Source: an optimization exercise on an open RTL-to-GDS flow (aim: small area, a short achievable clock period and few clock cycles). Production flows keep margins and buffers that such runs may drop. In this exercise RTL edits were held to simulation tests only and were not proved equivalent to the original. Power figures rest on the tool's default switching activity, not on a simulated workload.

[config.mk]
export PLATFORM = sky130hd
export DESIGN_NAME = simplecpu
export DESIGN_NICKNAME = simplecpu
export VERILOG_FILES = /design/flow/design.v
export SDC_FILE = /design/flow/constraint.sdc
export NUM_CORES = 4
export LEC_CHECK = 0
export CAP_MARGIN = 20
export CORE_MARGIN = 2
export CORE_UTILIZATION = 40
export SETUP_SLACK_MARGIN = 5
export SLEW_MARGIN = 20
[constraint.sdc]
create_clock -name core_clock -period 11.0 [get_ports {clk}]
set_input_delay 2.2000 -clock core_clock [delete_from_list [all_inputs] [get_ports {clk}]]
set_output_delay 2.2000 -clock core_clock [all_outputs]
set_load 0.01 [all_outputs]
[design.v]
module simplecpu (
    input  wire        clk,
    input  wire        rst,
    output wire        mem_req,
    output wire        mem_we,
    output wire [15:0] mem_addr,
    output wire [7:0]  mem_wdata,
    input  wire        mem_ready,
    input  wire [7:0]  mem_rdata,
    output wire        out_valid,
    output wire [7:0]  out_data,
    output wire        in_req,
    input  wire        in_ack,
    input  wire [7:0]  in_data,
    output wire        halted,
    output wire [1:0]  fault,
    input  wire [3:0]  dbg_sel,
    output reg  [15:0] dbg_data
);
    localparam [7:0] OP_NOP  = 8'h00, OP_LDI  = 8'h01, OP_LDM  = 8'h02,
                     OP_ST   = 8'h03, OP_MOV  = 8'h04, OP_PUSH = 8'h05,
                     OP_POP  = 8'h06, OP_ADD  = 8'h10, OP_ADDI = 8'h11,
                     OP_SUB  = 8'h12, OP_SUBI = 8'h13, OP_MUL  = 8'h14,
                     OP_DIV  = 8'h15, OP_INC  = 8'h16, OP_DEC  = 8'h17,
                     OP_AND  = 8'h20, OP_OR   = 8'h21, OP_XOR  = 8'h22,
                     OP_NOT  = 8'h23, OP_SHL  = 8'h24, OP_SHR  = 8'h25,
                     OP_CMP  = 8'h30, OP_CMPI = 8'h31, OP_JMP  = 8'h40,
                     OP_JZ   = 8'h41, OP_JNZ  = 8'h42, OP_JC   = 8'h43,
                     OP_JNC  = 8'h44, OP_CALL = 8'h45, OP_RET  = 8'h46,
                     OP_IN   = 8'h50, OP_OUT  = 8'h51, OP_HLT  = 8'hFF;
    localparam [3:0] S_F    = 4'd0,    
                     S_O    = 4'd1,    
                     S_RD0  = 4'd2,
                     S_RD1  = 4'd3,
                     S_WR0  = 4'd4,
                     S_WR1  = 4'd5,
                     S_IO   = 4'd6,    
                     S_RETW = 4'd7,    
                     S_MD0  = 4'd8,    
                     S_MD   = 4'd9,    
                     S_HALT = 4'd10,
                     S_MD1  = 4'd11;   
    reg [15:0] ra, rb, rc, rd, sp, pc;
    reg [3:0]  flags;             
    reg [63:0] icount;
    reg        timer_en;
    reg [15:0] timer_val;
    reg [1:0]  fault_q;
    reg [3:0]  state;
    reg [15:0] addr;              
    reg        pend;              
    reg [7:0]  op;
    reg [1:0]  opos, olast;
    reg [2:0]  ca, cb;            
    reg [15:0] imm;               
    reg [15:0] mq;
    reg [15:0] mr;
    reg        msticky;
    reg [3:0]  mcnt;
    function [2:0] opnd_count;    
        input [7:0] o;
        begin
            case (o)
                OP_NOP, OP_RET, OP_HLT: opnd_count = 3'd0;
                OP_MOV, OP_PUSH, OP_POP, OP_ADD, OP_SUB, OP_MUL, OP_DIV,
                OP_INC, OP_DEC, OP_AND, OP_OR, OP_XOR, OP_NOT, OP_CMP:
                    opnd_count = 3'd1;
                OP_SHL, OP_SHR, OP_JMP, OP_JZ, OP_JNZ, OP_JC, OP_JNC, OP_CALL:
                    opnd_count = 3'd2;
                OP_LDI, OP_LDM, OP_ST, OP_ADDI, OP_SUBI, OP_CMPI, OP_IN, OP_OUT:
                    opnd_count = 3'd3;
                default: opnd_count = 3'd7;
            endcase
        end
    endfunction
    function [2:0] code8;
        input [7:0] x;
        code8 = (x < 8'd6) ? x[2:0] : 3'd7;
    endfunction
    function [2:0] code4;
        input [3:0] x;
        code4 = (x < 4'd6) ? x[2:0] : 3'd7;
    endfunction
    wire        acc_state = (state == S_F) || (state == S_O) ||
                            (state == S_RD0) || (state == S_RD1) ||
                            (state == S_WR0) || (state == S_WR1) ||
                            (state == S_IO);
    wire        acc_we    = (state == S_WR0) || (state == S_WR1) ||
                            (state == S_IO && op == OP_OUT);
    wire        acc_port  = (addr[15:2] == 14'h3FC0);
    wire [1:0]  port_sel  = addr[1:0];
    reg  [15:0] rA, rB;
    always @(*) begin
        case (ca)
            3'd0: rA = ra;
            3'd1: rA = rb;
            3'd2: rA = rc;
            3'd3: rA = rd;
            3'd4: rA = sp;
            3'd5: rA = pc;
            default: rA = 16'h0000;
        endcase
        case (cb)
            3'd0: rB = ra;
            3'd1: rB = rb;
            3'd2: rB = rc;
            3'd3: rB = rd;
            3'd4: rB = sp;
            3'd5: rB = pc;
            default: rB = 16'h0000;
        endcase
    end
    wire [15:0] wval = (op == OP_CALL) ? mr : rA;
    wire [7:0]  acc_wdata = (state == S_WR1) ? wval[15:8] : wval[7:0];
    reg        acc_done;
    reg [7:0]  acc_rdata;
    always @(*) begin
        acc_done  = 1'b0;
        acc_rdata = 8'h00;
        if (acc_state) begin
            if (!acc_port) begin
                acc_done  = mem_ready;
                acc_rdata = mem_rdata;
            end else begin
                case (port_sel)
                    2'd0: acc_done = 1'b1;
                    2'd1: begin
                        if (acc_we) acc_done = 1'b1;
                        else begin
                            acc_done  = in_ack;
                            acc_rdata = in_data;
                        end
                    end
                    2'd2: begin
                        acc_done  = 1'b1;
                        acc_rdata = {7'd0, timer_en};
                    end
                    default: begin
                        acc_done  = 1'b1;
                        acc_rdata = timer_val[7:0];
                    end
                endcase
            end
        end
    end
    assign mem_req   = acc_state && !acc_port;
    assign mem_we    = acc_we;
    assign mem_addr  = addr;
    assign mem_wdata = acc_wdata;
    assign out_valid = acc_state && acc_port && acc_we && port_sel == 2'd0;
    assign out_data  = acc_wdata;
    assign in_req    = acc_state && acc_port && !acc_we && port_sel == 2'd1;
    wire [15:0] addr_inc = addr + 16'd1;
    wire [15:0] sp_pm2   = sp + ((state == S_RD1) ? 16'd2 : 16'hFFFE);
    wire f_packed = (op == OP_MOV) || (op == OP_ADD) || (op == OP_SUB) ||
                    (op == OP_MUL) || (op == OP_DIV) || (op == OP_AND) ||
                    (op == OP_OR)  || (op == OP_XOR) || (op == OP_CMP);
    wire f_store  = (op == OP_ST) || (op == OP_OUT);
    wire f_jump   = (op[7:4] == 4'h4);            
    wire f_rfirst = !f_packed && !f_store && !f_jump;
    wire o_last   = (opos == olast);
    function [3:0] lzc16;
        input [15:0] x;
        integer k;
        begin
            lzc16 = 4'd0;
            for (k = 0; k < 16; k = k + 1)
                if (x[k]) lzc16 = 4'd15 - k[3:0];
        end
    endfunction
    wire        md_div  = op[0];                  
    wire        zA      = (rA == 16'h0000);
    wire        zB      = (rB == 16'h0000);
    wire [3:0]  la      = lzc16(rA);
    wire [3:0]  lb      = lzc16(rB);
    wire        selA    = !md_div && (la > lb);
    wire [3:0]  lm      = selA ? la : lb;
    wire [16:0] md_x   = md_div ? {1'b0, mr} : {1'b0, mr[14:0], 1'b0};
    wire [16:0] md_y   = md_div ? {1'b1, ~imm} : (mq[15] ? {1'b0, imm} : 17'd0);
    wire [16:0] md_s   = md_x + md_y + {16'd0, md_div};
    wire        md_ge  = !md_s[16];
    wire [15:0] mr_n   = (md_div && !md_ge) ? mr : md_s[15:0];
    wire [15:0] mq_n   = md_div ? {mq[14:0], md_ge} : {mq[14:0], 1'b0};
    wire        mst_n  = msticky | mr[15] | md_s[16];
    wire is_sub  = (op == OP_SUB) || (op == OP_SUBI) || (op == OP_CMP) ||
                   (op == OP_CMPI) || (op == OP_DEC);
    wire is_incdec = (op == OP_INC) || (op == OP_DEC);
    wire [15:0] opb  = f_packed ? rB : (is_incdec ? 16'd1 : imm);
    wire [16:0] addsub = {1'b0, rA} + {1'b0, is_sub ? ~opb : opb} + {16'd0, is_sub};
    wire        as_c = is_sub ? !addsub[16] : addsub[16];
    wire        as_o = is_sub ? ((rA[15] != opb[15]) && (addsub[15] != rA[15]))
                              : ((rA[15] == opb[15]) && (addsub[15] != rA[15]));
    wire        md1     = (state == S_MD1);
    wire [7:0]  shamt   = imm[7:0];
    wire        sh_left = md1 || (op == OP_SHL);
    wire [15:0] sh_src  = md1 ? mq : rA;
    wire [4:0]  sh_k    = md1 ? {1'b0, mcnt} : shamt[4:0];
    wire [15:0] rA_rev;
    genvar gi;
    generate for (gi = 0; gi < 16; gi = gi + 1) begin : g_rev
        assign rA_rev[gi] = sh_src[15 - gi];
    end endgenerate
    wire [16:0] sh_in  = {sh_left ? rA_rev : sh_src, 1'b0};
    wire        sh_big = !md1 && ((shamt[7:5] != 3'd0) || (shamt[4] && shamt[3:0] != 4'd0));
    wire [16:0] sh_out = sh_big ? 17'd0 : (sh_in >> sh_k);
    wire [15:0] sh_res;
    generate for (gi = 0; gi < 16; gi = gi + 1) begin : g_shr
        assign sh_res[gi] = sh_left ? sh_out[16 - gi] : sh_out[gi + 1];
    end endgenerate
    reg  [15:0] alu_v;
    reg         alu_c, alu_o, alu_wf, alu_wr;
    always @(*) begin
        alu_v  = addsub[15:0];
        alu_c  = 1'b0;
        alu_o  = 1'b0;
        alu_wf = 1'b1;
        alu_wr = 1'b1;
        case (op)
            OP_ADD, OP_ADDI, OP_SUB, OP_SUBI: begin alu_c = as_c; alu_o = as_o; end
            OP_CMP, OP_CMPI: begin alu_c = as_c; alu_o = as_o; alu_wr = 1'b0; end
            OP_INC, OP_DEC: ;
            OP_AND:  alu_v = rA & rB;
            OP_OR:   alu_v = rA | rB;
            OP_XOR:  alu_v = rA ^ rB;
            OP_NOT:  alu_v = ~rA;
            OP_SHL, OP_SHR: begin alu_v = sh_res; alu_c = sh_out[0]; end
            OP_MOV:  begin alu_v = rB;  alu_wf = 1'b0; end
            OP_LDI:  begin alu_v = imm; alu_wf = 1'b0; end
            OP_MUL, OP_DIV: begin alu_v = mr; alu_wf = 1'b0; end
            default: begin alu_wf = 1'b0; alu_wr = 1'b0; end
        endcase
    end
    reg take;
    always @(*) begin
        case (op[2:0])
            3'd0: take = 1'b1;
            3'd1: take = flags[3];
            3'd2: take = !flags[3];
            3'd3: take = flags[2];
            3'd4: take = !flags[2];
            default: take = 1'b0;
        endcase
    end
    reg         we1, spw;
    reg  [15:0] w1;
    always @(*) begin
        we1 = 1'b0;
        spw = 1'b0;
        w1  = alu_v;
        case (state)
            S_F: we1 = pend && alu_wr;
            S_RD1: if (acc_done) begin
                w1  = {acc_rdata, imm[7:0]};
                we1 = (op != OP_RET);
                spw = (op != OP_LDM);
            end
            S_WR1: spw = acc_done && (op != OP_ST);
            S_IO: if (acc_done) begin
                w1  = {8'h00, acc_rdata};
                we1 = (op == OP_IN);
            end
            S_MD: if (mcnt == 4'd0) begin
                w1  = mq_n;
                we1 = md_div;
            end
            default: ;
        endcase
    end
    always @(posedge clk) begin
        if (rst) begin
            ra <= 16'h0000; rb <= 16'h0000; rc <= 16'h0000; rd <= 16'h0000;
            sp <= 16'hFEFF;
        end else begin
            if (we1 && ca == 3'd0) ra <= w1;
            if (we1 && ca == 3'd1) rb <= w1;
            if (we1 && ca == 3'd2) rc <= w1;
            if (we1 && ca == 3'd3) rd <= w1;
            if      (we1 && ca == 3'd4) sp <= w1;
            else if (spw)               sp <= sp_pm2;
        end
    end
    always @(posedge clk) begin
        if (rst) begin
            pc        <= 16'h0100;
            addr      <= 16'h0100;
            flags     <= 4'h0;
            icount    <= 64'd0;
            timer_en  <= 1'b0;
            timer_val <= 16'h0000;
            fault_q   <= 2'd0;
            state     <= S_F;
            pend      <= 1'b0;
        end else begin
            if (acc_state && acc_port && acc_we) begin
                if (port_sel == 2'd2) begin
                    if (acc_wdata != 8'h00) begin
                        timer_en  <= 1'b1;
                        timer_val <= 16'h0000;
                    end else begin
                        timer_en  <= 1'b0;
                    end
                end else if (port_sel == 2'd3) begin
                    timer_val <= {8'h00, acc_wdata};
                end
            end
            case (state)
                S_F: begin
                    pend <= 1'b0;
                    if (pend && alu_wf)
                        flags <= {alu_v == 16'h0000, alu_c, alu_v[15], alu_o};
                    if (acc_done) begin
                        op   <= acc_rdata;
                        pc   <= addr;
                        addr <= addr_inc;
                        if (timer_en) timer_val <= timer_val + 16'd1;
                        opos  <= 2'd0;
                        olast <= opnd_count(acc_rdata) - 3'd1;
                        case (opnd_count(acc_rdata))
                            3'd7: begin fault_q <= 2'd2; state <= S_HALT; end
                            3'd0: begin
                                if (acc_rdata == OP_HLT) state <= S_HALT;
                                else if (acc_rdata == OP_RET) state <= S_RETW;
                                else icount <= icount + 64'd1;       
                            end
                            default: state <= S_O;
                        endcase
                    end
                end
                S_O: if (acc_done) begin
                    opos <= opos + 2'd1;
                    addr <= addr_inc;
                    if ((opos == 2'd0 && (f_store || f_jump)) || (opos == 2'd1 && f_rfirst))
                        imm[7:0] <= acc_rdata;
                    if ((opos == 2'd1 && (f_store || f_jump)) || (opos == 2'd2 && f_rfirst))
                        imm[15:8] <= acc_rdata;
                    if (f_packed) begin
                        ca <= code4(acc_rdata[7:4]);
                        cb <= code4(acc_rdata[3:0]);
                    end else if ((opos == 2'd0 && f_rfirst) || (opos == 2'd2 && f_store))
                        ca <= code8(acc_rdata);
                    if (o_last) begin
                        mr <= addr_inc;
                        case (op)
                            OP_LDM: begin addr <= {acc_rdata, imm[7:0]}; state <= S_RD0; end
                            OP_ST:  begin addr <= imm; state <= S_WR0; end
                            OP_IN:  begin addr <= {acc_rdata, imm[7:0]}; state <= S_IO; end
                            OP_OUT: begin addr <= imm; state <= S_IO; end
                            OP_PUSH, OP_CALL: begin addr <= sp_pm2; state <= S_WR0; end
                            OP_POP: begin addr <= sp; state <= S_RD0; end
                            OP_MUL, OP_DIV: state <= S_MD0;
                            OP_JMP, OP_JZ, OP_JNZ, OP_JC, OP_JNC: begin
                                if (take) addr <= {acc_rdata, imm[7:0]};
                                icount <= icount + 64'd1;
                                state  <= S_F;
                            end
                            default: begin
                                pend   <= 1'b1;
                                icount <= icount + 64'd1;
                                state  <= S_F;
                            end
                        endcase
                    end
                end
                S_RETW: begin addr <= sp; state <= S_RD0; end
                S_RD0: if (acc_done) begin
                    imm[7:0] <= acc_rdata;
                    addr     <= addr_inc;
                    state    <= S_RD1;
                end
                S_RD1: if (acc_done) begin
                    addr   <= (op == OP_RET) ? {acc_rdata, imm[7:0]} : mr;
                    icount <= icount + 64'd1;
                    state  <= S_F;
                end
                S_WR0: if (acc_done) begin
                    addr  <= addr_inc;
                    state <= S_WR1;
                end
                S_WR1: if (acc_done) begin
                    addr   <= (op == OP_CALL) ? imm : mr;
                    icount <= icount + 64'd1;
                    state  <= S_F;
                end
                S_IO: if (acc_done) begin
                    addr   <= mr;
                    icount <= icount + 64'd1;
                    state  <= S_F;
                end
                S_MD0: begin
                    mr      <= md_div ? rA : 16'h0000;
                    mq      <= selA ? rA : rB;        
                    imm     <= selA ? rB : rA;        
                    msticky <= 1'b0;
                    mcnt    <= lm;
                    if (md_div && zB) begin
                        fault_q <= 2'd1;
                        state   <= S_HALT;
                    end else if (!md_div && (zA || zB)) begin
                        flags  <= 4'b1000;            
                        pend   <= 1'b1;
                        icount <= icount + 64'd1;
                        state  <= S_F;
                    end else
                        state <= S_MD1;
                end
                S_MD1: begin
                    mcnt  <= md_div ? mcnt : 4'd15 - mcnt;
                    if (md_div) begin
                        mq  <= 16'h0000;
                        imm <= sh_res;
                    end else
                        mq  <= sh_res;
                    state <= S_MD;
                end
                S_MD: begin
                    mr      <= mr_n;
                    mq      <= mq_n;
                    msticky <= mst_n;
                    if (md_div) imm <= {1'b0, imm[15:1]};
                    mcnt    <= mcnt - 4'd1;
                    if (mcnt == 4'd0) begin
                        flags  <= md_div ? {mq_n == 16'h0000, 1'b0, mq_n[15], 1'b0}
                                         : {mr_n == 16'h0000, mst_n, mr_n[15], 1'b0};
                        ca     <= md_div ? cb : ca;   
                        pend   <= 1'b1;
                        icount <= icount + 64'd1;
                        state  <= S_F;
                    end
                end
                default: state <= S_HALT;
            endcase
        end
    end
    assign halted = (state == S_HALT);
    assign fault  = fault_q;
    always @(*) begin
        case (dbg_sel)
            4'd0:  dbg_data = ra;
            4'd1:  dbg_data = rb;
            4'd2:  dbg_data = rc;
            4'd3:  dbg_data = rd;
            4'd4:  dbg_data = sp;
            4'd5:  dbg_data = pc;
            4'd6:  dbg_data = {8'h00, flags, 4'h0};
            4'd7:  dbg_data = timer_val;
            4'd8:  dbg_data = {15'd0, timer_en};
            4'd9:  dbg_data = icount[15:0];
            4'd10: dbg_data = icount[31:16];
            4'd11: dbg_data = icount[47:32];
            4'd12: dbg_data = icount[63:48];
            default: dbg_data = 16'h0000;
        endcase
    end
endmodule
[run.sh]
#!/bin/bash
# synth_recipe.tcl (not shown) runs the flow's synth.tcl, then flattens the netlist and writes it again
# the make line also repeats each setting of config.mk as NAME=value (left out here)
make -C /OpenROAD-flow-scripts/flow DESIGN_CONFIG=/design/flow/config.mk WORK_HOME=/design/flow/orfs CLKGATE_MAP_FILE= SYNTH_SCRIPT=/design/flow/synth_recipe.tcl finish
==> impl_results.md, run 1 <==
* Outcome: complete, no violations
* CP Cell Sequence: buf_4 > nand4bb_1 > and2_1 > o31ai_2 > clkdlybuf4s50_1
* Ports at 79
* CP max-delay cell: nand4bb_1
* Post-route ant nets at 0
* Critical path class: flop to output pin
* Initial antenna violation count at 9
* Clk root buf: clkbuf_16
* Pin count of the biggest net entering global routing at slightly below 70
* Pleak at 0.0107 uW
* Synth-to-Final Area Change at 14.9%
* Max stage delay on crit path at between 800 and 900 ps
* Core Area at approximately 63000 um^2
* Hold path startpoint: fault_q[0]
* Hold Path Cell Cnt at 2
* Post-synth top flop: dfxtp_1
* Overall via count from detail_route at around 31000
* CTS H-tree depth at 2
* Top post-synthesis cells by count: nand2_1 (342), nor2_1 (327), a21oi_1 (260)
* Hold Path Class: flop to flop
* Fmax at 166 MHz
* Power Density at 173 nW/um^2
* Final Max Slew Viols at 0
* Slew @ Worst Pin at around 1200 ps
* Hold Path End: fault_q[0]
* Cell family with most CP delay: simple AND/OR/NAND/NOR gates
* PortBufs at 78
* Share of cells above drive strength 1 at about an eighth
* Post-place setup slack at 3610 ps
* Synthesized Nets at between 3000 and 4000
* Seq/Total Area, Yosys at approximately a quarter
* Clock slew seen by the registers of the worst setup and hold paths at roughly 60 ps
* Number of synthesized flops with an enable pin at 71
* Worst setup startpoint: state[3]
* Final setup fails at 0
* Hold Vio Cnt, Final at 0
* Initial Util at about two fifths
* Area leader, netlist: dfxtp_1
* Worst Skew at approximately 29 ps
* Reg2Reg Setup Slack at slightly above 5000 ps
* Worst path bufs/invs at 2
* Worst vdd ir at between 80 and 90 uV
* Count leader, synth: nand2_1
* WL/cell at about 33 um
* Yosys top cell area share at around 16%
* Setup_tns at 0 ps
* Worst r2r src: ca[2]
* Synth unique cells at 102
* First-pass DRT Iterations at 10
* Die Y at 257 um
* PnR worst setup slack at around 5000 ps
* Routed wire length at 144000 um
* Fin crit share at a little over half
* RR Endpoint: imm[3]
* Yosys reg bits at around 280
* Synth async-reset ratio at 0%
* Crit path max fanout at 36
* Count of nets after finishing at roughly 3500
* Synth top area cells: dfxtp_1 (16%), edfxtp_1 (8.3%), a21oi_1 (5.1%)
* Global placement routability congestion at approximately 1.1
* Rows at 92
* Synthesis Warnings at 1
* Critical path endpoint category: output pin
* Slew headroom at roughly a fifth
* Max_cap viols at 0
* RSZ-0062 raised after global routing: true
* All-Layer GR Usage at a little over two fifths
* Clk latency of the worst-skew pair at 590 ps
* Crit path DAT at between 3000 and 4000 ps
* CTS Buffer Depth at 3
* Reg2Reg Depth at 17
* Minimum clock period at ~6000 ps
* Die width at 257 um
* CTS Sinks at between 200 and 300
* Number of remaining DRC errors at 0
* CP Launch Type: flop
* Remaining Overflow, GRT at 0
* CTS tree: built
* Die Area at about 66000 um^2
* First-pass GRT wire length at between 200000 and 250000 um
* Starting DRC count in detailed routing at between 5000 and 6000
* Cells after synthesis at between 3000 and 4000
* Vias in the first global route at roughly 27000
* Vias per cell at roughly 7
* TritonCTS buffer count at 36
* Mapped Avg Cell Area at between 7 and 8 um^2
* Netlist Area Pre-Place at 25700 um^2
* DP HPWL at roughly 110000 um
* CP required at approximately 8800 ps
-- worst max-delay path by stage --
stage / to / slack, ps / cells past startpoint
floorplan: dbg_data[9] / 5140 / 7
global placement: dbg_data[15] / 3540 / 8
detailed placement: dbg_data[15] / 3610 / 8
CTS: dbg_data[15] / 4880 / 8
global route: icount[53] / 4960 / 16
finish: mem_wdata[6] / 4990 / 5
-- report_power, final --
part           leakage [uW]  internal [uW]  switching, uW
registers           0.00230           1160            222
logic               0.00781            792           1700
clock network      0.000589            729            525
total                0.0107           2680           2440
-- timing repair --
item	in CTS	in global routing
hold buffers	0	0
setup endpoints to repair	77	79
pin swaps	13	13
setup buffers	23	24
cloned	2	2
endpoints found under the hold margin	0	0
gates resized for setup	95	64
-- layout make-up --
cell class	count	area (um^2)
timing repair buffer	245	2130
multi-input combinational	2752	18500
clock buffer	47	982
tap	846	1060
clock inverter	18	218
fill	6388	33800
antenna	6	15.0
sequential	275	6220
inverter	102	412
-- flip-flops by register name, summed over array words and instances (netlist names), 8 cells and up --
| signal | count |
|---|---|
| addr | 16 |
| icount | 64 |
| imm | 16 |
| mq | 16 |
| mr | 16 |
| op | 8 |
| pc | 16 |
| ra | 16 |
| rb | 16 |
| rc | 16 |
| rd | 16 |
| sp | 16 |
| timer_val | 16 |
-- cell usage in the layout (no fill, tap or decap), drive strengths merged, types with 58 or more instances in the layout --
cell type / n
nor2: 327
inv: 98
a21oi: 261
a221oi: 70
edfxtp: 71
a211oi: 67
mux2i: 70
ha: 91
o21ai: 237
nand3: 113
nor3: 82
mux2: 72
dfxtp: 204
buf: 171
a22oi: 58
nand2: 342
-- tightest hold or removal path: stages (launching register included) --
cell	delay, ps
dfxtp_1	310
o21ai_0	60
a21oi_1	60
-- layer usage --
layer / GRT usage [%] / wire length (um)
met1: 55.5 / 54900
met4: 29.5 / 12700
met3: 12.0 / 20000
met5: 0 / 103
met2: 57.0 / 56000
-- stage by stage --
stage	total power [uW]	std cells	hold WS, ps	util, %	area, um^2
6_report	5120	4291	479	46.6	29500
5_1_grt	5260	4285	513	46.6	29500
4_1_cts	4910	4258	480	45.8	29000
3_5_place_dp	3640	4168	472	43.2	27400
3_3_place_gp	3660	4168	466	43.2	27400
2_1_floorplan	2690	3408	450	-	25700
-- logic make-up (layout without fill, tap and decap cells) --
logic type	count (synthesis)	after routing	synth area share, %
AND/OR/NAND/NOR	1232	1234	23.5
buffers and inverters	383	412	6.03
adder cells (fa/ha/maj)	95	95	4.74
other	0	6	0
XOR/XNOR	106	106	3.61
AO/OA/AOI/OAI	1169	1169	31.5
flip-flops	275	275	24.2
multiplexers	148	148	6.41
Testbench counts, summed over its fixed seeds: cycles 452,487.
==> inputs of run 2 (changes only) <==
--- a/design.v
+++ b/design.v
@@ -51,2 +51,3 @@
     reg        pend;              
+    reg        retire;            
     reg [7:0]  op;
@@ -153,3 +154,4 @@
     wire [15:0] addr_inc = addr + 16'd1;
-    wire [15:0] sp_pm2   = sp + ((state == S_RD1) ? 16'd2 : 16'hFFFE);
+    wire        sp_dec   = (state == S_WR1) || (state == S_O && op != OP_POP);
+    wire [15:0] sp_adj   = sp + ((state == S_RD1) ? 16'd2 : sp_dec ? 16'hFFFE : 16'd0);
     wire f_packed = (op == OP_MOV) || (op == OP_ADD) || (op == OP_SUB) ||
@@ -227,3 +229,3 @@
             OP_MOV:  begin alu_v = rB;  alu_wf = 1'b0; end
-            OP_LDI:  begin alu_v = imm; alu_wf = 1'b0; end
+            OP_LDI, OP_LDM, OP_POP, OP_IN: begin alu_v = imm; alu_wf = 1'b0; end
             OP_MUL, OP_DIV: begin alu_v = mr; alu_wf = 1'b0; end
@@ -251,12 +253,4 @@
             S_F: we1 = pend && alu_wr;
-            S_RD1: if (acc_done) begin
-                w1  = {acc_rdata, imm[7:0]};
-                we1 = (op != OP_RET);
-                spw = (op != OP_LDM);
-            end
+            S_RD1: spw = acc_done && (op != OP_LDM);
             S_WR1: spw = acc_done && (op != OP_ST);
-            S_IO: if (acc_done) begin
-                w1  = {8'h00, acc_rdata};
-                we1 = (op == OP_IN);
-            end
             S_MD: if (mcnt == 4'd0) begin
@@ -278,3 +272,3 @@
             if      (we1 && ca == 3'd4) sp <= w1;
-            else if (spw)               sp <= sp_pm2;
+            else if (spw)               sp <= sp_adj;
         end
@@ -292,3 +286,6 @@
             pend      <= 1'b0;
+            retire    <= 1'b0;
         end else begin
+            retire <= 1'b0;
+            if (retire) icount <= icount + 64'd1;
             if (acc_state && acc_port && acc_we) begin
@@ -321,4 +318,10 @@
                                 if (acc_rdata == OP_HLT) state <= S_HALT;
-                                else if (acc_rdata == OP_RET) state <= S_RETW;
-                                else icount <= icount + 64'd1;       
+                                else if (acc_rdata == OP_RET) begin
+                                    if (pend && alu_wr && ca == 3'd4) state <= S_RETW;
+                                    else begin
+                                        addr  <= sp_adj;
+                                        state <= S_RD0;
+                                    end
+                                end
+                                else retire <= 1'b1;       
                             end
@@ -347,4 +350,4 @@
                             OP_OUT: begin addr <= imm; state <= S_IO; end
-                            OP_PUSH, OP_CALL: begin addr <= sp_pm2; state <= S_WR0; end
-                            OP_POP: begin addr <= sp; state <= S_RD0; end
+                            OP_PUSH, OP_CALL: begin addr <= sp_adj; state <= S_WR0; end
+                            OP_POP: begin addr <= sp_adj; state <= S_RD0; end
                             OP_MUL, OP_DIV: state <= S_MD0;
@@ -352,3 +355,3 @@
                                 if (take) addr <= {acc_rdata, imm[7:0]};
-                                icount <= icount + 64'd1;
+                                retire <= 1'b1;
                                 state  <= S_F;
@@ -357,3 +360,3 @@
                                 pend   <= 1'b1;
-                                icount <= icount + 64'd1;
+                                retire <= 1'b1;
                                 state  <= S_F;
@@ -363,3 +366,3 @@
                 end
-                S_RETW: begin addr <= sp; state <= S_RD0; end
+                S_RETW: begin addr <= sp_adj; state <= S_RD0; end
                 S_RD0: if (acc_done) begin
@@ -370,4 +373,6 @@
                 S_RD1: if (acc_done) begin
+                    imm[15:8] <= acc_rdata;
+                    pend   <= (op != OP_RET);
                     addr   <= (op == OP_RET) ? {acc_rdata, imm[7:0]} : mr;
-                    icount <= icount + 64'd1;
+                    retire <= 1'b1;
                     state  <= S_F;
@@ -380,3 +385,3 @@
                     addr   <= (op == OP_CALL) ? imm : mr;
-                    icount <= icount + 64'd1;
+                    retire <= 1'b1;
                     state  <= S_F;
@@ -384,4 +389,6 @@
                 S_IO: if (acc_done) begin
+                    imm    <= {8'h00, acc_rdata};
+                    pend   <= (op == OP_IN);
                     addr   <= mr;
-                    icount <= icount + 64'd1;
+                    retire <= 1'b1;
                     state  <= S_F;
@@ -400,3 +407,3 @@
                         pend   <= 1'b1;
-                        icount <= icount + 64'd1;
+                        retire <= 1'b1;
                         state  <= S_F;
@@ -425,3 +432,3 @@
                         pend   <= 1'b1;
-                        icount <= icount + 64'd1;
+                        retire <= 1'b1;
                         state  <= S_F;
--- a/config.mk
+++ b/config.mk
@@ -7,6 +7,6 @@
 export LEC_CHECK = 0
-export CAP_MARGIN = 20
+export CAP_MARGIN = 10
 export CORE_MARGIN = 2
-export CORE_UTILIZATION = 40
+export CORE_UTILIZATION = 55
 export SETUP_SLACK_MARGIN = 5
-export SLEW_MARGIN = 20
+export SLEW_MARGIN = 10
==> impl_results.md, run 2 <==
* Count of nets after finishing at ~3500
* Area after DPL at 25900 um^2
* Synthesis Warnings at 1
* Top post-synthesis cells by count: nor2_1 (374), nand2_1 (361), a21oi_1 (263)
* Minimum clock period at ~6300 ps
* DRT met1 WL at between 40000 and 50000 um
* CP max-delay cell: edfxtp_1
* Vias in the first global route at about 27000
* Met3 wire length at around 24000 um
* CTS Buffer Depth at 3
* Die width at approximately 220 um
* Crit path max fanout at 4
* Share of cells above drive strength 1 at about an eighth
* Pleak at ~0.011 uW
* Final instance area at 28300 um^2
* CTS H-tree depth at 1
* Layout fillers at between 3000 and 4000
* Starting DRC count in detailed routing at just under 7000
* Die Y at between 200 and 250 um
* DP HPWL at around 95000 um
* CP required at about 12000 ps
* Clk latency of the worst-skew pair at 630 ps
* Power Density at between 150 and 200 nW/um^2
* CTS tree: built
* Seq/Total Area, Yosys at between 20% and 30%
* Hold Path Class: flop to flop
* RSZ-0062 raised after global routing: true
* Post-synth top flop: dfxtp_1
* Netlist Area Pre-Place at 24600 um^2
* Final Max Slew Viols at 0
* Yosys top cell area share at between 10% and 20%
* Final cell count without fillers at 3951
* Number of synthesized flops with an enable pin at 71
* Core Area at approximately 44000 um^2
* Final setup fails at 0
* Hold Vio Cnt, Final at 0
* First-pass GRT wire length at approximately 180000 um
* CP Launch Type: flop
* Initial antenna violation count at 7
* Max_cap viols at 0
* Worst Skew at approximately 33 ps
* Die Area at ~46000 um^2
* Top routing layer in use: met5
* Final core occ at 64.0%
* Count leader, synth: nor2_1
* Max reg flops at 64
* Remaining Overflow, GRT at 0
* Fin crit share at between 50% and 60%
* Fmax at between 150 and 200 MHz
* PortBufs at between 70 and 80
* Cells after synthesis at ~3300
* Global placement routability congestion at 1.11
* Setup_tns at 0 ps
* Critical path endpoint category: flop
* Post-Place Cells at around 3800
* Yosys reg bits at 276
* Synth-to-Final Area Change at 15.0%
* Final Total Pwr at 5560 uW
* Clock slew seen by the registers of the worst setup and hold paths at 90 ps
* Slew @ Worst Pin at between 1000 and 1500 ps
* WL/cell at 33.2 um
* Clk root buf: clkbuf_16
* Max stage delay on crit path at a little over 600 ps
* All-Layer GR Usage at a little over half
* Vias per cell at a little under 8
* Pin count of the biggest net entering global routing at between 80 and 90
* Mapped Avg Cell Area at ~7.6 um^2
* Post-route ant nets at 0
* DR WL met2 at between 40000 and 50000 um
* TritonCTS buffer count at 31
* Reg2Reg Setup Slack at 4650 ps
* Number of remaining DRC errors at 0
* Rows at 77
* Most frequent cells in the layout: nor2_1 (368), nand2_1 (360), a21oi_1 (262)
* Synthesized Nets at 3380
* Synth async-reset ratio at 0%
* Overall via count from detail_route at 30400
* Slew headroom at ~14%
* Routed wire length at 131000 um
* Ports at 79
* Area leader, netlist: dfxtp_1
* Initial Util at between 50 and 60%
* Most used cell, CP: buf_4
* Worst vdd ir at between 200 and 250 uV
* Crit path DAT at approximately 6900 ps
* Synth unique cells at 108
* Outcome: complete, no violations
* Critical path class: flop to flop
* First-pass DRT Iterations at 12
* Hold_buf cts at 0
* Biggest register: icount
* CTS Sinks at about 280
* Synth top area cells: dfxtp_1 (17%), edfxtp_1 (8.7%), nor2_1 (5.7%)
* Most common cell after layout, fill and taps aside: nor2_1
[run 2: path summary, 6_finish.rpt]
kind | start | to | depth (start not counted)
setup / recovery | mr[0] | flags[3] | 32
hold / removal | fault_q[1] | fault_q[1] | 2
setup reg to reg | mr[0] | flags[3] | 32
hold reg to reg | fault_q[1] | fault_q[1] | 2
[run 2: per-stage QoR]
step | hold slack, ps | setup slack [ps]
after floorplan | 432 | 5040
after detailed placement | 466 | 3660
after CTS | 477 | 4860
after global routing | 494 | 4650
after global placement | 444 | 3650
final | 480 | 4650
[run 2: cells by family after synthesis]
| kind of cell | share of synthesized area, % |
|---|---|
| muxes | 6.21 |
| xor gates and xnor gates | 4.09 |
| buffers and inverters | 5.68 |
| AOI/OAI and AO/OA | 30.3 |
| and+or+nand+nor | 23.4 |
| adders and majority gates | 5.00 |
| DFF | 25.3 |
[run 2: area by class of cell]
| cell class | count | area (um^2) | share of cell area, % |
|---|---|---|---|
| well taps | 592 | 741 | 2.62 |
| repair buffers | 273 | 2460 | 8.69 |
| multi-input cells | 2653 | 17400 | 61.5 |
| clock inverters | 17 | 158 | 0.557 |
| flip-flops and latches | 276 | 6240 | 22.0 |
| diodes | 4 | 10.0 | 0.0353 |
| inverters | 95 | 408 | 1.44 |
| clock buffers | 41 | 895 | 3.16 |
[run 2: worst max-delay path: cells and delay by family (launching register included)]
kind / cells / cell delay, ps
buf+inv: 18 / 2540
compound gates: 9 / 1770
simple gates: 4 / 1140
flops: 1 / 620
fa+ha+maj: 1 / 220
[run 2: routing by layer]
metal  vias up  global-route usage (%)
li1      12400                       -
met1     13900                    66.9
met2      3111                    72.1
met3       919                    24.7
met4         6                    36.6
met5         -                       0
[run 2: what timing repair did]
item,CTS,global route
cloned,4,2
pin swaps,12,22
buffers inserted,52,45
gates resized for setup,102,53
setup endpoints to repair,62,70
[run 2: power breakdown]
group | internal (uW) | switching, uW | total [uW]
Clock | 604 | 495 | 1100
Sequential | 1170 | 251 | 1430
Combinational | 1010 | 2030 | 3040
Total | 2790 | 2770 | 5560
Testbench counts of run 2, summed over its fixed seeds: cycles 451,283.
==> inputs of run 3 (changes only) <==
--- a/config.mk
+++ b/config.mk
@@ -9,3 +9,3 @@
 export CORE_MARGIN = 2
-export CORE_UTILIZATION = 55
+export CORE_UTILIZATION = 40
 export SETUP_SLACK_MARGIN = 5
==> impl_results.md, run 3 <==
* Outcome: complete, no violations
* Synthesis Warnings at 1
* Netlist Area Pre-Place at ~25000 um^2
* Rows at 90
* Fmax at ~160 MHz
* Fin crit share at a little under three fifths
* Post-synth top flop: dfxtp_1
* CP required at ~11000 ps
* Synth async-reset ratio at 0%
* Hold Vio Cnt, Final at 0
* Yosys reg bits at around 280
* Largest family of logic cells by synthesized area: compound AO/OA/AOI/OAI gates
* Post-Place Cells at slightly below 4000
* Max reg flops at 64
* TritonCTS buffer count at 36
* CTS tree: built
* Area after DPL at around 26000 um^2
* Cells after synthesis at ~3300
* CTS H-tree depth at 2
* Hold Path Class: flop to flop
* Overall via count from detail_route at just under 30000
* Vias per cell at around 7
* CP Launch Type: flop
* Most common cell after layout, fill and taps aside: nor2_1
* Initial Util at roughly 41%
* First-pass DRT Iterations at 6
* PortBufs at slightly below 80
* Setup_tns at 0 ps
* Crit path DAT at around 6400 ps
* Share of cells above drive strength 1 at 11.4%
* Synth unique cells at around 110
* All-Layer GR Usage at a little over two fifths
* Number of remaining DRC errors at 0
* Critical path endpoint category: flop
* FF/Latch Area at between 6000 and 7000 um^2
* Minimum clock period at roughly 6100 ps
* CTS Buffer Depth at 3
* Seq/Total Area, Yosys at between 20% and 30%
* Final Max Slew Viols at 0
* Multi-input logic area at roughly 17000 um^2
* Synth top area cells: dfxtp_1 (17%), edfxtp_1 (8.7%), nor2_1 (5.7%)
* Crit path max fanout at between 50 and 60
* Synth-to-Final Area Change at 15.2%
* Post-Synth Adder-Cell Area at between 5 and 6%
* RSZ-0062 raised after global routing: true
* First-pass GRT wire length at 192000 um
* Layout fillers at about 6100
* CTS Sinks at ~280
* Area leader, netlist: dfxtp_1
* Mapped Avg Cell Area at roughly 7.6 um^2
* Die Area at 63600 um^2
* Top post-synthesis cells by count: nor2_1 (374), nand2_1 (361), a21oi_1 (263)
* Critical path class: flop to flop
* Remaining Overflow, GRT at 0
* Pin count of the biggest net entering global routing at 98
* Count leader, synth: nor2_1
* Final Total Pwr at between 5000 and 6000 uW
* Starting DRC count in detailed routing at 4946
* Slew @ Worst Pin at 1390 ps
* Count of nets after finishing at 3413
* Global placement routability congestion at between 1 and 1.5
* Power Density at roughly 200 nW/um^2
* Core Area at approximately 61000 um^2
* Worst vdd ir at ~160 uV
* DP HPWL at 102000 um
* Max_cap viols at 0
* Final cell count without fillers at between 4000 and 5000
* Final instance area at 28400 um^2
* Multiplexer area fraction after synthesis at around 6.2%
* Compound-cell area share of the yosys netlist at approximately 30%
* Ports at between 70 and 80
* Yosys top cell area share at roughly 17%
* Clk latency of the worst-skew pair at a little under 600 ps
* Routed wire length at between 100000 and 150000 um
* Most frequent cells in the layout: nor2_1 (370), nand2_1 (358), a21oi_1 (262)
* Clk root buf: clkbuf_16
* Post-Synth Simple-Gate Area at 23.4%
* Final setup fails at 0
* Pleak at 0.0104 uW
* Biggest register: icount
* Number of synthesized flops with an enable pin at 71
* WHS at between 400 and 500 ps
* Initial antenna violation count at 7
* Post-route ant nets at 0
* Xor/xnor cell area share of the yosys netlist at 4.09%
* WL/cell at ~34 um
* Hold_buf cts at 0
* Slew headroom at between 7 and 8%
* Synthesized Nets at between 3000 and 4000
* Die Y at 252 um
* Vias in the first global route at 26300
* Clock slew seen by the registers of the worst setup and hold paths at about 60 ps
* Worst Skew at 20.9 ps
* Die width at ~250 um
-- run 3: per-stage QoR --
stage | utilization, % | worst slack (ps)
detailed placement | 43.1 | 3530
finish | 46.8 | 4910
global route | 46.8 | 4830
global placement | 43.1 | 3530
floorplan | - | 5040
CTS | 46.3 | 4930
-- run 3: what timing repair did --
| action | in CTS | in global routing |
|---|---|---|
| hold endpoints to repair | 0 | 0 |
| endpoints found under the setup margin | 98 | 64 |
| pin swaps | 13 | 14 |
| setup buffers | 40 | 19 |
| cloned | 4 | 1 |
| resized for setup | 100 | 36 |
-- run 3: cells by family after synthesis --
kind of cell / Yosys count
muxes: 140
adders and majority gates: 96
buffers and inverters: 331
AOI/OAI and AO/OA: 1077
DFF: 276
xor gates and xnor gates: 115
and+or+nand+nor: 1225
-- run 3: area by class of cell --
type | count | share of cell area, %
Antenna cell | 3 | 0.0265
Clock buffer | 49 | 3.83
Clock inverter | 17 | 0.741
Inverter | 95 | 1.33
Multi-Input combinational cell | 2653 | 61.1
Sequential cell | 276 | 22.0
Tap cell | 782 | 3.45
Timing Repair Buffer | 231 | 7.49
-- run 3: metal layers --
metal / global-route usage, % / wire length (um)
met3: 11.6 / 18900
met5: 0 / 47
met2: 58.1 / 55200
met4: 23.5 / 9150
met1: 57.3 / 54900
-- run 3: critical path, stage by stage, from the launching register on --
cell	delay, ps
edfxtp_1	460
buf_4	170
buf_4	200
buf_6	220
mux2_1	350
a222oi_1	420
buf_4	360
inv_1	280
nor4_1	530
nand2b_1	160
a21boi_0	120
ha_1	350
and3_1	230
a221oi_1	140
a211oi_4	450
buf_8	390
o21ai_0	160
a222oi_1	610
a21oi_1	150
-- run 3: path summary, 6_finish.rpt --
check,slack [ps],from,depth (start not counted),to
worst min-delay path,500,fault_q[1],2,fault_q[1]
worst max register to register,4910,ca[1],18,imm[4]
worst min register to register,500,fault_q[1],2,fault_q[1]
worst max-delay path,4910,ca[1],18,imm[4]
-- run 3: where the power goes --
part,total (uW),switching (uW),internal [uW],leakage [uW]
Combinational,2960,2000,962,0.00746
Clock,1300,527,774,0.000643
Sequential,1430,250,1170,0.00231
Total,5680,2770,2910,0.0104
==> inputs of run 4 (changes only) <==
==> flow/run.sh (new file) <==
#!/bin/bash
# Layout flow: the standard ORFS flow (standard.sh), except that synthesis
# maps the logic with ABC's area-oriented mapper (strash; dch; map -a; topo)
# instead of ORFS's delay-oriented script. Everything else in synthesis (the
# yosys passes, register mapping, naming) is ORFS's and the standard flow's own script, so
# the registers are exactly those of the standard synthesis.
set -euo pipefail
W=$(pwd)

# ORFS's scripts, with only the ABC area script replaced
rm -rf "$W/scripts_area"
mkdir -p "$W/scripts_area"
cp -r "$FLOW_HOME/scripts/." "$W/scripts_area/"
printf 'strash\ndch\nmap -a\ntopo\n' > "$W/scripts_area/abc_area.script"

# synthesis (the standard flow's synthesis script, ORFS synth.tcl, area mapping)
make -C "$FLOW_HOME" DESIGN_CONFIG="$W/config.mk" WORK_HOME="$W/orfs" \
    CLKGATE_MAP_FILE= SYNTH_SCRIPT="$W/synth_recipe.tcl" \
    SCRIPTS_DIR="$W/scripts_area" ABC_AREA=1 synth > "$W/synth_make.log" 2>&1

# the rest of the layout: the standard flow from floorplan to finish,
# which also writes out/final.def
bash "$W/standard.sh" finish > "$W/layout_make.log" 2>&1
==> standard.sh (new file) <==
#!/bin/bash
# synth_recipe.tcl (not shown) runs the flow's synth.tcl, then flattens the netlist and writes it again
# the make line also repeats each setting of config.mk as NAME=value (left out here)
make -C /OpenROAD-flow-scripts/flow DESIGN_CONFIG=/design/flow/config.mk WORK_HOME=/design/flow/orfs CLKGATE_MAP_FILE= SYNTH_SCRIPT=/design/flow/synth_recipe.tcl "${@:-finish}"
--- a/config.mk
+++ b/config.mk
@@ -9,3 +9,3 @@
 export CORE_MARGIN = 2
-export CORE_UTILIZATION = 40
+export CORE_UTILIZATION = 48
 export SETUP_SLACK_MARGIN = 5
removed: run.sh
==> impl_results.md, run 4 <==
* Pin count of the biggest net entering global routing at 97
* Final setup fails at 0
* Top routing layer in use: met5
* Global placement routability congestion at between 1 and 1.5
* Multi-input logic area at about 15000 um^2
* Setup_tns at 0 ps
* Vias in the first global route at about 28000
* Max reg flops at between 60 and 70
* Worst vdd ir at 134 uV
* Hold Path Class: flop to flop
* WL/cell at 29.7 um
* Share of cells above drive strength 1 at 9.63%
* Netlist Area Pre-Place at 22800 um^2
* CP required at roughly 8800 ps
* Final Max Slew Viols at 0
* Top post-synthesis cells by count: clkinv_1 (585), nor2_1 (431), o21ai_0 (416)
* Power Density at 201 nW/um^2
* Ports at a little under 80
* Die width at approximately 220 um
* CP max-delay cell: a221oi_2
* Pleak at around 0.0090 uW
* PortBufs at slightly below 80
* Final core occ at about three fifths
* Crit path DAT at between 3000 and 4000 ps
* DP HPWL at between 90000 and 100000 um
* All-Layer GR Usage at around half
* Clock slew seen by the registers of the worst setup and hold paths at 60 ps
* Count leader, synth: clkinv_1
* Area leader, netlist: dfxtp_1
* Clk root buf: clkbuf_16
* Initial Util at a little under 50%
* Synth top area cells: dfxtp_1 (18%), clkinv_1 (9.6%), edfxtp_1 (9.4%)
* Slew @ Worst Pin at between 1000 and 1500 ps
* Outcome: complete, no violations
* Starting DRC count in detailed routing at between 5000 and 6000
* Worst Skew at 23.1 ps
* CTS tree: built
* Biggest register: icount
* Die Area at a little under 50000 um^2
* Synth-to-Final Area Change at 19.6%
* Layout fillers at 4400
* First-pass GRT wire length at about 180000 um
* Yosys reg bits at roughly 280
* First-pass DRT Iterations at 27
* Crit path max fanout at 11
* CTS Buffer Depth at 3
* Synth unique cells at between 40 and 50
* Routed wire length at approximately 130000 um
* Max stage delay on crit path at between 500 and 600 ps
* Post-synth top flop: dfxtp_1
* Mapped Avg Cell Area at ~6.7 um^2
* Rows at just under 80
* Count of nets after finishing at around 3800
* CP Cell Sequence: clkinv_1 > nor2_1 > clkinv_1 > nor2_1 > clkinv_1 > nor2_1 > clkinv_2 > nor2_4 > buf_4 > o21ai_0 > a221oi_2 > clkinv_2 > clkdlybuf4s50_1
* Number of synthesized flops with an enable pin at between 70 and 80
* Max_cap viols at 0
* Slew headroom at between 15 and 20%
* Remaining Overflow, GRT at 0
* Met3 wire length at roughly 22000 um
* Most common cell after layout, fill and taps aside: clkinv_1
* RSZ-0062 raised after global routing: true
* Clk latency of the worst-skew pair at roughly 600 ps
* Synthesis Warnings at 1
* Synth async-reset ratio at 0%
* Die Y at approximately 220 um
* Yosys top cell area share at about 18%
* DRT met1 WL at 44600 um
* Initial antenna violation count at 4
* CTS Sinks at about 280
* Vias per cell at 7.14
* Fin crit share at roughly 56%
* Minimum clock period at ~6100 ps
* Synthesized Nets at 3533
* Fmax at 164 MHz
* Core Area at ~47000 um^2
* Seq/Total Area, Yosys at 27.4%
* Number of remaining DRC errors at 0
* Cells after synthesis at ~3400
* Overall via count from detail_route at a little over 30000
* DR WL met2 at 48500 um
* Post-route ant nets at 0
* Critical path class: flop to output pin
* CP Launch Type: flop
* CTS H-tree depth at 2
* TritonCTS buffer count at 36
* FF/Latch Area at around 6200 um^2
* Most frequent cells in the layout: clkinv_1 (544), nor2_1 (403), o21ai_0 (392)
* Critical path endpoint category: output pin
* Hold Vio Cnt, Final at 0
run 4: cell count changes in the layout (fill, tap and decap cells not counted), moves of 33 or more:
| cell | before | now |
|---|---|---|
| and3_1 | 40 | 0 |
| clkinv_1 | 3 | 544 |
| inv_1 | 78 | 0 |
| xnor2_1 | 46 | 12 |
| o21ai_0 | 169 | 392 |
| o221ai_1 | 24 | 71 |
| nand2_1 | 358 | 322 |
| mux2i_1 | 85 | 1 |
| a22o_1 | 34 | 0 |
| a211oi_1 | 59 | 17 |
| o22ai_1 | 36 | 97 |
| nor2_1 | 370 | 403 |
| a21oi_1 | 262 | 371 |
run 4: path summary, 6_finish.rpt:
check,end,startpoint,cells after the start,slack (ps)
worst min-delay path,icount[63],icount[63],2,470
worst min register to register,icount[63],icount[63],2,470
worst max-delay path,out_data[2],op[2],13,4890
worst max register to register,flags[2],ca[1],18,4910
run 4: worst max-delay path, delay by kind of cell, from the launching register on:
kind | cells | cell delay (ps)
AOI/OAI and AO/OA | 2 | 680
and+or+nand+nor | 4 | 750
DFF | 1 | 350
buffers and inverters | 7 | 1540
run 4: timing repair:
action                                 4_1_cts  5_1_grt
resized for setup                          169       80
setup buffers                               38       20
hold buffers                                 0        0
endpoints found under the hold margin        0        0
pin swaps                                   24       20
gates cloned                                 1        0
setup endpoints to repair                  124      115
run 4: final cells by class:
| type | instances | area share [%] |
|---|---|---|
| antenna | 4 | 0.0367 |
| clock buffer | 56 | 3.91 |
| clock inverter | 9 | 0.285 |
| multi-input combinational | 2545 | 55.0 |
| inverter | 585 | 8.42 |
| timing repair buffer | 205 | 6.67 |
| tap | 607 | 2.79 |
| sequential | 276 | 22.9 |
run 4: kinds of logic after synthesis:
| family | Yosys count | synth area share, % |
|---|---|---|
| flops | 276 | 27.4 |
| simple gates | 1081 | 20.1 |
| mux | 1 | 0.0440 |
| xor+xnor | 59 | 2.27 |
| buf+inv | 593 | 9.90 |
| compound gates | 1307 | 34.9 |
| fa+ha+maj | 96 | 5.41 |
run 4: routing by layer:
layer,track usage [%],up-vias
met5,0,-
met1,59.8,14100
met4,35.0,4
met3,22.6,858
li1,-,12900
met2,69.3,2823
run 4: where the power goes:
part           total [uW]  switching (uW)  internal [uW]  leakage (uW)
clock network        1190             514            671      0.000562
registers            1460             243           1210       0.00231
logic                2850            2040            806       0.00614
total                5490            2800           2690       0.00901
run 4: metrics by stage:
step	instance area [um^2]	worst slack [ps]	instances	power (uW)	hold slack, ps
CTS	26800	4960	4260	5210	466
finish	27200	4890	4287	5490	469
global placement	24900	3400	4156	3970	449
detailed placement	24900	3260	4156	4020	460
global route	27200	4820	4283	5610	483
floorplan	22900	4640	3413	2900	431
==> inputs of run 5 (changes only) <==
--- a/flow/run.sh
+++ b/flow/run.sh
@@ -2,3 +2,3 @@
 # Layout flow: the standard ORFS flow (standard.sh), except that synthesis
-# maps the logic with ABC's area-oriented mapper (strash; dch; map -a; topo)
+# maps the logic with ABC's area-oriented mapper (strash; &get -n; &dch; &nf -a; &put; topo)
 # instead of ORFS's delay-oriented script. Everything else in synthesis (the
@@ -13,3 +13,3 @@
 cp -r "$FLOW_HOME/scripts/." "$W/scripts_area/"
-printf 'strash\ndch\nmap -a\ntopo\n' > "$W/scripts_area/abc_area.script"
+printf 'strash\n&get -n\n&dch\n&nf -a\n&put\ntopo\n' > "$W/scripts_area/abc_area.script"
 
--- a/config.mk
+++ b/config.mk
@@ -9,3 +9,3 @@
 export CORE_MARGIN = 2
-export CORE_UTILIZATION = 48
+export CORE_UTILIZATION = 45
 export SETUP_SLACK_MARGIN = 5
==> impl_results.md, run 5 <==
* Share of cells above drive strength 1 at about 10%
* Worst vdd ir at ~180 uV
* Core Area at around 50000 um^2
* Max stage delay on crit path at ~650 ps
* Pin count of the biggest net entering global routing at 86
* RSZ-0062 raised after global routing: true
* WL/cell at 33.6 um
* Hold Path Class: flop to flop
* Post-synth top flop: dfxtp_1
* Final Max Slew Viols at 0
* PortBufs at 78
* Hold path startpoint: fault_q[1]
* Final setup fails at 0
* Overall via count from detail_route at around 29000
* Fin crit share at 54.9%
* Global placement routability congestion at between 1 and 1.5
* Crit path max fanout at 10
* Max reg flops at 64
* Starting DRC count in detailed routing at around 5600
* Top post-synthesis cells by count: nor2_1 (357), nand2_1 (309), a21oi_1 (275)
* Synth-to-Final Area Change at 19.7%
* Synthesis Warnings at 1
* Critical path class: flop to output pin
* Crit path DAT at around 3800 ps
* Power Density at ~200 nW/um^2
* Post-place setup slack at between 3000 and 4000 ps
* Number of remaining DRC errors at 0
* Number of synthesized flops with an enable pin at 71
* First-pass GRT wire length at ~180000 um
* First-pass DRT Iterations at 12
* Worst setup startpoint: op[7]
* Mapped Avg Cell Area at around 7.8 um^2
* Slew headroom at around 15%
* Count of nets after finishing at between 3000 and 4000
* Routed wire length at between 100000 and 150000 um
* CP required at ~9000 ps
* All-Layer GR Usage at 47.9%
* Post-route ant nets at 0
* Max_cap viols at 0
* Initial antenna violation count at 6
* Cells after synthesis at ~2900
* PnR worst setup slack at about 5000 ps
* DP HPWL at 95000 um
* Clock slew seen by the registers of the worst setup and hold paths at ~60 ps
* Critical path endpoint category: output pin
* Clk latency of the worst-skew pair at 580 ps
* Ports at 79
* Synth unique cells at 67
* Die Y at 227 um
* Reg2Reg Setup Slack at about 5000 ps
* Final Total Pwr at 5320 uW
* Minimum clock period at slightly above 6000 ps
* CTS tree: built
* Clk root buf: clkbuf_16
* Netlist Area Pre-Place at roughly 22000 um^2
* Biggest register: icount
* Slew @ Worst Pin at 1270 ps
* Worst r2r src: op[0]
* Die Area at 51500 um^2
* Synthesized Nets at 2979
* Fmax at 166 MHz
* CTS Buffer Depth at 3
* Vias per cell at 7.49
* Pleak at 0.00914 uW
* Most frequent cells in the layout: nor2_1 (346), nand2_1 (303), a21oi_1 (273)
* Yosys reg bits at about 280
* Initial Util at 45.6%
* Count leader, synth: nor2_1
* Synth top area cells: dfxtp_1 (18%), edfxtp_1 (9.5%), a21oi_1 (6.1%)
* CTS Sinks at 276
* CP Launch Type: flop
* Most common cell after layout, fill and taps aside: nor2_1
* Outcome: complete, no violations
* Worst Skew at between 20 and 25 ps
* CP Cell Sequence: or4b_1 > nor4_1 > buf_4 > nor2_4 > buf_4 > a221oi_1 > buf_4 > clkinv_1 > clkdlybuf4s50_1
* Area leader, netlist: dfxtp_1
* Hold Vio Cnt, Final at 0
* CP max-delay cell: or4b_1
* CTS H-tree depth at 2
* TritonCTS buffer count at 36
* Yosys top cell area share at 18.3%
* Hold_buf cts at 0
* Most used cell, CP: buf_4
* Rows at just over 80
* Vias in the first global route at approximately 26000
* Die width at 227 um
* Setup_tns at 0 ps
* Seq/Total Area, Yosys at approximately 28%
* Layout fillers at around 4700
* Synth async-reset ratio at 0%
* Remaining Overflow, GRT at 0
-- run 5: cell count changes after synthesis, moves of 62 or more --
cell,before,now
clkinv_1,585,72
o21ai_0,416,196
a21oi_1,376,275
a211oi_1,17,105
o22ai_1,103,23
nor2_1,431,357
a222oi_1,0,69
xnor2_1,12,74
-- run 5: stage by stage --
stage | instances | cell area, um^2 | utilization (%) | hold slack (ps)
finish | 3814 | 26800 | 54.6 | 494
global route | 3805 | 26800 | 54.6 | 540
CTS | 3793 | 26600 | 54.2 | 506
detailed placement | 3684 | 24700 | 50.4 | 491
global placement | 3684 | 24700 | 50.4 | 478
floorplan | 2859 | 22400 | - | 439
-- run 5: per-layer routing --
metal / wire, um / GRT usage [%] / share of wire [%]
met5: 102 / 0.759 / 0.080
met4: 12500 / 36.8 / 9.8
met3: 18800 / 18.1 / 15
met2: 51200 / 68.8 / 40
met1: 45300 / 57.7 / 35
-- run 5: final timing paths --
path	end	depth (start not counted)
worst min register to register	fault_q[1]	2
worst max register to register	flags[3]	20
worst max-delay path	out_data[3]	9
worst min-delay path	fault_q[1]	2
-- run 5: logic make-up (layout without fill, tap and decap cells) --
kind of cell | Yosys count | after routing | synth area share (%)
AND/OR/NAND/NOR | 1129 | 1132 | 24.1
AO/OA/AOI/OAI | 1093 | 1093 | 33.3
flip-flops | 276 | 276 | 27.9
XOR/XNOR | 116 | 116 | 4.54
adder cells (fa/ha/maj) | 96 | 96 | 5.50
buffers and inverters | 80 | 359 | 1.48
multiplexers | 69 | 69 | 3.22
other | 0 | 9 | 0
-- run 5: worst max-delay path: cells and delay by family (launching register included) --
kind / cells / cell delay, ps
flip-flops: 1 / 500
buffers and inverters: 5 / 1320
AO/OA/AOI/OAI: 1 / 420
AND/OR/NAND/NOR: 3 / 1010
-- run 5: power by group --
group / switching [uW] / leakage [uW] / internal, uW / total, uW
clock network: 523 / 0.000605 / 746 / 1270
registers: 266 / 0.00231 / 1190 / 1460
logic: 1780 / 0.00622 / 819 / 2590
-- run 5: area by class of cell --
class | instances | area (um^2) | share of cell area, %
diodes | 9 | 22.5 | 0.0840
clock buffers | 45 | 965 | 3.60
clock inverters | 19 | 255 | 0.953
inverters | 72 | 290 | 1.08
multi-input cells | 2506 | 16300 | 60.7
flip-flops and latches | 276 | 6240 | 23.3
well taps | 664 | 831 | 3.10
repair buffers | 223 | 1920 | 7.18
-- run 5: what timing repair did --
| action | 4_1_cts | 5_1_grt |
|---|---|---|
| pin swaps | 13 | 10 |
| resized for setup | 111 | 43 |
| buffers inserted | 42 | 11 |
| setup endpoints to repair | 86 | 52 |
| gates cloned | 3 | 1 |
==> inputs of run 6 (changes only) <==
--- a/config.mk
+++ b/config.mk
@@ -9,3 +9,3 @@
 export CORE_MARGIN = 2
-export CORE_UTILIZATION = 45
+export CORE_UTILIZATION = 40
 export SETUP_SLACK_MARGIN = 5
==> impl_results.md, run 6 <==
* Starting DRC count in detailed routing at about 4800
* Core Area at 55200 um^2
* Top post-synthesis cells by count: nor2_1 (357), nand2_1 (309), a21oi_1 (275)
* Post-Place Cells at between 3000 and 4000
* Post-route ant nets at 0
* Number of synthesized flops with an enable pin at ~70
* Hold Path Class: flop to flop
* Final instance area at 26900 um^2
* Outcome: complete, no violations
* Seq/Total Area, Yosys at about 28%
* Reg2Reg Setup Slack at ~5000 ps
* Count leader, synth: nor2_1
* Fmax at approximately 160 MHz
* Global placement routability congestion at around 1.1
* Minimum clock period at between 6000 and 7000 ps
* Rows at 86
* Number of remaining DRC errors at 0
* CTS H-tree depth at 2
* Final cell count without fillers at about 3900
* Critical path endpoint category: flop
* Pleak at about 0.009 uW
* Fin crit share at a little under three fifths
* Die width at 241 um
* Initial Util at roughly 40%
* PnR worst setup slack at ~4900 ps
* Critical path class: flop to flop
* Share of cells above drive strength 1 at 9.35%
* Max_cap viols at 0
* Die Area at 57900 um^2
* Area after DPL at 24800 um^2
* Cells after synthesis at around 2900
* Ports at 79
* Final Max Slew Viols at 0
* Crit path max fanout at 34
* First-pass GRT wire length at between 150000 and 200000 um
* Post-place setup slack at 3580 ps
* Final setup fails at 0
* CP required at about 11000 ps
* Clock slew seen by the registers of the worst setup and hold paths at ~60 ps
* All-Layer GR Usage at 44.0%
* Most frequent cells in the layout: nor2_1 (345), nand2_1 (305), a21oi_1 (272)
* Post-synth top flop: dfxtp_1
* Remaining Overflow, GRT at 0
* Vias per cell at roughly 7.2
* Worst r2r src: state[1]
* Yosys reg bits at 276
* Max reg flops at between 60 and 70
* Die Y at between 200 and 250 um
* Netlist Area Pre-Place at 22400 um^2
* Worst Skew at 20.2 ps
* Yosys top cell area share at 18.3%
* RR Endpoint: rc[15]
* TritonCTS buffer count at 36
* Crit path DAT at approximately 6600 ps
* WHS at between 500 and 600 ps
* Pin count of the biggest net entering global routing at 80
* CTS tree: built
* CP Launch Type: flop
* PortBufs at slightly below 80
* Synth async-reset ratio at 0%
* Area leader, netlist: dfxtp_1
* WL/cell at 33.6 um
* Hold path startpoint: fault_q[0]
* Worst setup startpoint: state[1]
* Setup crit end: rc[15]
* Vias in the first global route at 25400
* Synth-to-Final Area Change at 20.2%
* Synth top area cells: dfxtp_1 (18%), edfxtp_1 (9.5%), a21oi_1 (6.1%)
* Routed wire length at approximately 130000 um
* Synth unique cells at 67
* CTS Buffer Depth at 3
* Reg2Reg Depth at 14
* Layout fillers at 5479
* Count of nets after finishing at about 3200
* Initial antenna violation count at 5
* DP HPWL at 97700 um
* Power Density at 193 nW/um^2
* Overall via count from detail_route at 28100
* Biggest register: icount
* Setup_tns at 0 ps
* Most common cell after layout, fill and taps aside: nor2_1
* Clk root buf: clkbuf_16
* Synthesis Warnings at 1
* CTS Sinks at 276
* Clk latency of the worst-skew pair at 580 ps
* Synthesized Nets at 2979
* First-pass DRT Iterations at 14
* RSZ-0062 raised after global routing: true
* Hold Vio Cnt, Final at 0
* Mapped Avg Cell Area at 7.83 um^2
* Slew headroom at ~15%
* Worst vdd ir at roughly 120 uV
* Slew @ Worst Pin at 1260 ps
[run 6: stage by stage]
step	util [%]	total power, uW
after global placement	45.0	3800
after floorplan	-	2760
final	48.8	5200
after detailed placement	45.0	3820
after CTS	48.3	5040
after global routing	48.8	5370
[run 6: worst min-delay path by stage]
stage / to / cells after the start
2_1_floorplan: pc[8] / 2
3_3_place_gp: fault_q[0] / 2
3_5_place_dp: fault_q[0] / 2
4_1_cts: fault_q[0] / 2
5_1_grt: fault_q[0] / 2
6_report: fault_q[0] / 2
[run 6: cells by family after synthesis]
kind of cell	share of synthesized area [%]
multiplexers	3.22
AND/OR/NAND/NOR	24.1
buffers and inverters	1.48
AO/OA/AOI/OAI	33.3
XOR/XNOR	4.54
flip-flops	27.9
adder cells (fa/ha/maj)	5.50
[run 6: cell type report]
| class | count | area [um^2] | share of cell area (%) |
|---|---|---|---|
| clock buffers | 49 | 1030 | 3.83 |
| inverters | 72 | 288 | 1.07 |
| diodes | 5 | 12.5 | 0.0465 |
| well taps | 748 | 936 | 3.48 |
| flip-flops and latches | 276 | 6240 | 23.2 |
| repair buffers | 218 | 2030 | 7.55 |
| multi-input cells | 2504 | 16200 | 60.4 |
| clock inverters | 15 | 129 | 0.479 |
[run 6: layer usage]
layer,vias to the layer above,global-route usage (%),share of wire (%)
li1,12000,-,-
met1,13300,55.2,37
met2,2253,64.4,41
met3,568,13.1,13
met4,2,31.0,8.7
met5,-,0.926,0.051
[run 6: report_power, final]
group	switching [uW]	leakage [uW]	internal (uW)
Clock	508	0.000570	687
Combinational	1730	0.00624	823
Sequential	255	0.00231	1190
[run 6: timing repair]
item	CTS	global route
resized for setup	114	37
pin swaps	20	18
cloned	2	0
endpoints found under the setup margin	125	86
setup buffers	33	16
hold buffers	0	0
[run 6: critical path, stage by stage, from the launching register on]
cell and delay, ps:
dfxtp_1 650, and4b_2 530, buf_4 530, nor3_1 260, buf_4 270, and4_1 240, a2111oi_0 520, a211oi_1 150
a211oi_1 280, a21oi_1 170, o21ai_0 1020, o21ai_0 260, a22oi_1 510, mux2i_2 310, a211oi_1 310

==> separate check: timing with driven ports <==
In the flow no input, the clock included, has a driving cell. The finished layouts below were timed again as built, in two steps.
Step 1: set_driving_cell puts a clkbuf_16 on clk and a buf_2 on each other input, an assumption about the parent block.
Step 2 times the ports against the registers' clock, not the clock port: input delays grow and output delays shrink by t, the midpoint of the rising clock arrivals with the driver on.
a / b / c = ideal ports / drivers / drivers and shift; a / b = the first two.
run	t (ns)	setup WS [ns]	worst setup path at the end	latest minus earliest clock arrival (ns)	worst slew at a driven data input, ns
run 1	0.644	4.985 / 4.918 / 4.543	input to register	0.029 / 0.030	0.05
run 2	0.671	4.652 / 4.652 / 4.652	register to register	0.033 / 0.033	0.05
run 3	0.633	4.915 / 4.905 / 4.915	register to register	0.021 / 0.021	0.05
run 4	0.631	4.893 / 4.837 / 4.755	input to register	0.023 / 0.024	0.05
run 5	0.629	4.963 / 4.904 / 4.863	input to register	0.021 / 0.021	0.04
run 6	0.635	4.871 / 4.871 / 4.819	input to register	0.023 / 0.023	0.12
After both steps every run listed still meets setup and hold. The setup slack of run 1, which loses most, moves by -0.067 ns with the drivers and by -0.442 ns with both steps.
